This is an optimization exercise on Yosys and OpenROAD, whose aim is small area, not a production implementation.
Only simulation tests tie the RTL to the original design; equivalence was not proved.

== oak ==
==> flow/design.v <==
module spi_majority (
    input  wire a,
    input  wire b,
    input  wire c,
    output wire y
);
    assign y = (a & b) | (a & c) | (b & c);
endmodule
module drv_spi_transport (
    input  wire         clk,
    input  wire         rst,
    input  wire [7:0]   cmd_valid,
    input  wire [191:0] cmd_data,
    output wire [7:0]   cmd_ready,
    output wire [7:0]   rsp_valid,
    output wire [135:0] rsp_data,
    input  wire [7:0]   rsp_ready,
    output wire         ready,
    output wire         busy,
    output wire         sck,
    output wire         mosi,
    output wire         cs_n,
    input  wire         miso
);
    localparam [2:0] ST_IDLE  = 3'd0,
                     ST_GAP   = 3'd1,
                     ST_START = 3'd2,
                     ST_CSL   = 3'd3,
                     ST_BITS  = 3'd4,
                     ST_CSH   = 3'd5,
                     ST_DONE  = 3'd6;
    reg  [2:0]  st;
    reg  [4:0]  cu;           
    reg  [3:0]  cb;           
    reg  [3:0]  cp;           
    reg         rdy_r;        
    reg         rd;           
    reg         pr;           
    reg  [2:0]  owner;        
    reg         s1, s2;       
    reg         mosi_r;
    reg  [7:0]  req_v, rsp_v;
    reg  [15:0] q [0:7];
    wire st_idle  = (st == ST_IDLE);
    wire st_bits  = (st == ST_BITS);
    wire st_done  = (st == ST_DONE);
    assign ready = rdy_r;
    assign busy  = !(st_idle || st == ST_GAP);
    assign cs_n  = !(st_bits || st == ST_CSH);
    assign sck   = st_bits && (cp >= 4'd2) && (cp <= 4'd6);
    assign mosi  = mosi_r;
    wire cu_ge21 = cu[4] & cu[2] & (cu[1] | cu[0]);
    wire settle  = st_idle && !rdy_r && !cu_ge21;
    wire inc     = settle || st_bits;
    wire p_wrap  = (cp == 4'd14);
    wire last_bit_step = st_bits && p_wrap && (cb == 4'd15);
    wire [7:0]  q15, q0, qz;
    wire        oq15 = q15[owner];
    wire        oz   = qz[owner];
    reg init_bit;
    always @(*) begin
        case (cb)
            4'd2, 4'd4, 4'd5, 4'd8, 4'd9: init_bit = 1'b1;
            default: init_bit = 1'b0;
        endcase
    end
    wire fbit = !rdy_r ? init_bit :
                (rd && (cb >= 4'd5)) ? (cb >= 4'd9) : oq15;
    wire maj;
    spi_majority u_maj (.a(s1), .b(s2), .c(miso), .y(maj));
    wire shin = rd && (pr ? oq15 : maj);
    wire shift = st_bits && (cp == 4'd9) && rdy_r;
    wire post  = st_done && !pr && rdy_r;
    wire [7:0] legal = req_v & ~rsp_v & ~(q15 & q0);
    wire       grant = st_idle && rdy_r && (|legal);
    function [2:0] pe8(input [7:0] x);
        begin
            casez (x)
                8'b???????1: pe8 = 3'd0;
                8'b??????10: pe8 = 3'd1;
                8'b?????100: pe8 = 3'd2;
                8'b????1000: pe8 = 3'd3;
                8'b???10000: pe8 = 3'd4;
                8'b??100000: pe8 = 3'd5;
                8'b?1000000: pe8 = 3'd6;
                default:     pe8 = 3'd7;
            endcase
        end
    endfunction
    wire [7:0] above = ~(8'hFF >> (3'd7 - owner));
    wire [7:0] hi    = legal & above;
    wire [2:0] grant_id = (|hi) ? pe8(hi) : pe8(legal);
    wire       bo = busy && rdy_r;
    wire init_issue = st_idle && !rdy_r && cu_ge21 &&
                      (cu[1:0] == 2'b01 || cu[1:0] == 2'b10);
    always @(posedge clk) begin
        if (rst) begin
            st     <= ST_IDLE;
            cu     <= 5'd0;
            cb     <= 4'd2;
            cp     <= 4'd10;
            rdy_r  <= 1'b0;
            owner  <= 3'd7;
            mosi_r <= 1'b1;
        end else begin
            if (inc) begin
                cp <= p_wrap ? 4'd0 : cp + 4'd1;
                if (p_wrap) begin
                    cb <= cb + 4'd1;
                    if (cb == 4'd15)
                        cu <= cu + 5'd1;
                end
            end
            if (st_idle && !rdy_r && cu == 5'd23)
                rdy_r <= 1'b1;
            if (st_bits && cp == 4'd0)
                mosi_r <= fbit;
            if (grant)
                owner <= grant_id;
            case (st)
                ST_IDLE:  if (init_issue || grant) st <= ST_START;
                ST_GAP:   st <= ST_IDLE;
                ST_START: st <= ST_CSL;
                ST_CSL:   st <= ST_BITS;
                ST_BITS:  if (last_bit_step) st <= ST_CSH;
                ST_CSH:   st <= ST_DONE;
                ST_DONE:  st <= pr ? ST_CSL : (!rdy_r && cu == 5'd22) ? ST_GAP : ST_IDLE;
                default:  st <= ST_IDLE;
            endcase
        end
    end
    always @(posedge clk) begin
        if (st == ST_START) begin
            rd <= rdy_r && oq15;
            pr <= rdy_r && oq15 && !oz;
        end else if (st_done) begin
            pr <= 1'b0;
        end
        if (st_bits && cp == 4'd7) s1 <= miso;
        if (st_bits && cp == 4'd8) s2 <= miso;
    end
    genvar g;
    generate
        for (g = 0; g < 8; g = g + 1) begin : g_cl
            wire [23:0] c   = cmd_data[24*g +: 24];
            wire        c_rd  = (c[23:20] == 4'h1);
            wire        c_wr  = (c[23:20] == 4'h2);
            wire        dec   = (owner == g);
            wire        empty = !req_v[g] && !rsp_v[g];
            wire        wi    = req_v[g] && !rsp_v[g] && q15[g] && q0[g] && !(bo && dec);
            assign cmd_ready[g] = !rst && empty;
            assign rsp_valid[g] = rsp_v[g];
            assign rsp_data[17*g +: 17] = {req_v[g], q[g]};
            assign q15[g] = q[g][15];
            assign q0[g]  = q[g][0];
            assign qz[g]  = (q[g][14:11] == 4'd0);
            wire sh   = shift && dec;
            wire keep = !empty && !sh && !wi;
            always @(posedge clk) begin
                if (rst) begin
                    req_v[g] <= 1'b0;
                    rsp_v[g] <= 1'b0;
                end else begin
                    if (cmd_valid[g] && empty)
                        req_v[g] <= 1'b1;
                    else if ((post && dec) || (rsp_v[g] && rsp_ready[g]))
                        req_v[g] <= 1'b0;
                    if (wi || (post && dec))
                        rsp_v[g] <= 1'b1;
                    else if (rsp_ready[g])
                        rsp_v[g] <= 1'b0;
                end
                q[g] <= ({16{empty}} & {!c_wr, c[19:16], c[10:1], !c_rd && (c[0] || !c_wr)}) |
                        ({16{sh}}    & {q[g][14:0], shin}) |
                        ({16{keep}}  & q[g]);
            end
        end
    endgenerate
endmodule
clock: 10.0 ns
lec_check: 0
cap_margin: 20
core_margin: 2
core_utilization: 40
gpl_timing_driven: 0
slew_margin: 20
standard.sh (not shown) runs the stock make flow with config.mk's settings and CLKGATE_MAP_FILE= SYNTH_SCRIPT=/design/flow/synth_recipe.tcl, a recipe that flattens the netlist after the stock synthesis.
==> flow/flow/run.sh <==
#!/bin/bash
# Standard ORFS layout (the standard.sh), with these changes:
# - after floorplan, the buffers synthesis inserted are removed (also when
#   placement is not timing driven) and combinational cells are swapped for the smallest cell of
#   the same function (flow/downsize.tcl); later repair steps fix any slew or
#   capacitance violation this leaves;
# - the port buffers use the smallest buffer cell, buf_1, instead of the
#   default clkdlybuf4s50_1;
# - the clock tree uses buf_6 cells (smaller than clkbuf_8, and still within
#   the clock-pin slew limit here) and no dummy loads;

set -euo pipefail
export POST_FLOORPLAN_TCL="$PWD/flow/downsize.tcl"
export BUFFER_PORTS_ARGS="-buffer_cell sky130_fd_sc_hd__buf_1"
export CTS_ARGS="-sink_clustering_enable -repair_clock_nets -buf_list sky130_fd_sc_hd__buf_6 -dont_use_dummy_load"
bash standard.sh > standard_flow.log 2>&1
==> flow/flow/downsize.tcl <==
# Remove the buffers that synthesis (abc) inserted; the placement repair
# step buffers the nets that need it.
remove_buffers

# Swap each multi-drive combinational cell for the smallest cell of the same
# function (same name up to the drive-strength suffix). Flip-flops are left
# as synthesis made them. Timing has ample slack at this clock period; the
# later repair steps still fix any slew or capacitance violation.
set n_swapped 0
foreach inst [get_cells *] {
  set master [get_property $inst ref_name]
  if {![regexp {^(sky130_fd_sc_hd__[a-z0-9]+)_([0-9]+)$} $master -> base drv]} { continue }
  if {[regexp {df|dl|sdf|edf|tap|fill|decap|conb|clkbuf|buf} $base]} { continue }
  set best ""
  set best_area 1e9
  foreach lc [get_lib_cells ${base}_*] {
    set name [get_property $lc name]
    if {![regexp "^${base}_\[0-9\]+\$" $name]} { continue }
    set a [get_property $lc area]
    if {$a < $best_area} { set best_area $a; set best $name }
  }
  if {$best ne "" && $best ne $master} {
    replace_cell $inst $best
    incr n_swapped
  }
}
puts "downsize: swapped $n_swapped cells"
[inputs] pine vs oak
diff --git a/flow/design.v b/flow/design.v
--- a/flow/design.v
+++ b/flow/design.v
@@ -29,16 +29,16 @@
                      ST_BITS  = 3'd4,
                      ST_CSH   = 3'd5,
                      ST_DONE  = 3'd6;
     reg  [2:0]  st;
-    reg  [4:0]  cu;           
     reg  [3:0]  cb;           
     reg  [3:0]  cp;           
     reg         rdy_r;        
     reg         rd;           
     reg         pr;           
     reg  [2:0]  owner;        
     reg         s1, s2;       
+    wire [4:0]  cu = {owner, s1, s2};
     reg         mosi_r;
     reg  [7:0]  req_v, rsp_v;
     reg  [15:0] q [0:7];
     wire st_idle  = (st == ST_IDLE);
@@ -48,12 +48,14 @@
     assign busy  = !(st_idle || st == ST_GAP);
     assign cs_n  = !(st_bits || st == ST_CSH);
     assign sck   = st_bits && (cp >= 4'd2) && (cp <= 4'd6);
     assign mosi  = mosi_r;
-    wire cu_ge21 = cu[4] & cu[2] & (cu[1] | cu[0]);
-    wire settle  = st_idle && !rdy_r && !cu_ge21;
+    wire settled = (owner == 3'd7);
+    wire settle  = st_idle && !rdy_r && !settled;
     wire inc     = settle || st_bits;
     wire p_wrap  = (cp == 4'd14);
+    wire cu_inc  = settle && p_wrap && (cb == 4'd15);
+    wire [4:0] cu_next = cu + 5'd1;
     wire last_bit_step = st_bits && p_wrap && (cb == 4'd15);
     wire [7:0]  q15, q0, qz;
     wire        oq15 = q15[owner];
     wire        oz   = qz[owner];
@@ -90,55 +92,60 @@
     wire [7:0] above = ~(8'hFF >> (3'd7 - owner));
     wire [7:0] hi    = legal & above;
     wire [2:0] grant_id = (|hi) ? pe8(hi) : pe8(legal);
     wire       bo = busy && rdy_r;
-    wire init_issue = st_idle && !rdy_r && cu_ge21 &&
-                      (cu[1:0] == 2'b01 || cu[1:0] == 2'b10);
+    wire init_idle  = st_idle && !rdy_r && settled;
+    wire init_issue = init_idle && (mosi_r || !rd);
     always @(posedge clk) begin
         if (rst) begin
             st     <= ST_IDLE;
-            cu     <= 5'd0;
             cb     <= 4'd2;
             cp     <= 4'd10;
             rdy_r  <= 1'b0;
-            owner  <= 3'd7;
+            owner  <= 3'd1;
+            s1     <= 1'b1;
+            s2     <= 1'b1;
             mosi_r <= 1'b1;
         end else begin
             if (inc) begin
                 cp <= p_wrap ? 4'd0 : cp + 4'd1;
-                if (p_wrap) begin
+                if (p_wrap)
                     cb <= cb + 4'd1;
-                    if (cb == 4'd15)
-                        cu <= cu + 5'd1;
-                end
             end
-            if (st_idle && !rdy_r && cu == 5'd23)
+            if (init_idle && !mosi_r && rd)
                 rdy_r <= 1'b1;
             if (st_bits && cp == 4'd0)
                 mosi_r <= fbit;
             if (grant)
                 owner <= grant_id;
+            else if (cu_inc)
+                owner <= cu_next[4:2];
+            if (cu_inc) begin
+                s1 <= cu_next[1];
+                s2 <= cu_next[0];
+            end else begin
+                if (st_bits && cp == 4'd7) s1 <= miso;
+                if (st_bits && cp == 4'd8) s2 <= miso;
+            end
             case (st)
                 ST_IDLE:  if (init_issue || grant) st <= ST_START;
                 ST_GAP:   st <= ST_IDLE;
                 ST_START: st <= ST_CSL;
                 ST_CSL:   st <= ST_BITS;
                 ST_BITS:  if (last_bit_step) st <= ST_CSH;
                 ST_CSH:   st <= ST_DONE;
-                ST_DONE:  st <= pr ? ST_CSL : (!rdy_r && cu == 5'd22) ? ST_GAP : ST_IDLE;
+                ST_DONE:  st <= pr ? ST_CSL : (!rdy_r && !rd) ? ST_GAP : ST_IDLE;
                 default:  st <= ST_IDLE;
             endcase
         end
     end
     always @(posedge clk) begin
         if (st == ST_START) begin
-            rd <= rdy_r && oq15;
+            rd <= rdy_r ? oq15 : !mosi_r;
             pr <= rdy_r && oq15 && !oz;
         end else if (st_done) begin
             pr <= 1'b0;
         end
-        if (st_bits && cp == 4'd7) s1 <= miso;
-        if (st_bits && cp == 4'd8) s2 <= miso;
     end
     genvar g;
     generate
         for (g = 0; g < 8; g = g + 1) begin : g_cl
--- outcome ---
pine: number of global-route vias before repair is 163 higher than what oak reported. Taking oak as the reference, in pine global routing usage on met1 saw an increase, synthesis-to-finish area growth saw a decrease, multi-input gate count saw an increase, sequential cell count saw a decrease. When the final numbers for oak and pine were put side by side, the fraction of met3 tracks used by global routing turned out to be smaller in oak. Summary of pine over oak: synthesized cell count went up, wire length went up, flip-flop and latch share of the layout cell area went down. Number of cells after detailed placement of pine exceeds that of oak by a few percent. Worst setup slack came out higher on pine than on oak. Measured against each other, oak and pine differ in first-iteration DRC count, the higher figure coming from oak. pine vs oak: total of flip-flops plus latches after synthesis down by a few percent.

-- afterwards: timing with drivers on the ports --
Ports are ideal in the flow. The routed layouts listed here were re-timed in OpenROAD. Step 1 assumes that a clkbuf_16 drives the clock port and a buf_2 every other input. Step 2, shift: input delay + t, output delay - t, t = (earliest + latest rising clock arrival at the registers) / 2. This alone moves slack from input paths to output paths. a / b / c = ideal / step 1 / step 2; a / b = the first two.
run | t (ns) | slack for setup (ns) | worst register clock-pin slew, ns | worst data-port slew with drivers (ns)
oak | 0.466 | 5.181 / 5.159 / 5.159 | 0.10 / 0.10 | 0.05
pine | 0.460 | 5.303 / 5.273 / 5.273 | 0.10 / 0.10 | 0.05
After both steps setup and hold are still met in every run listed. The setup slack of pine, which loses most, moves by -0.030 ns with the drivers and by -0.030 ns with both steps.
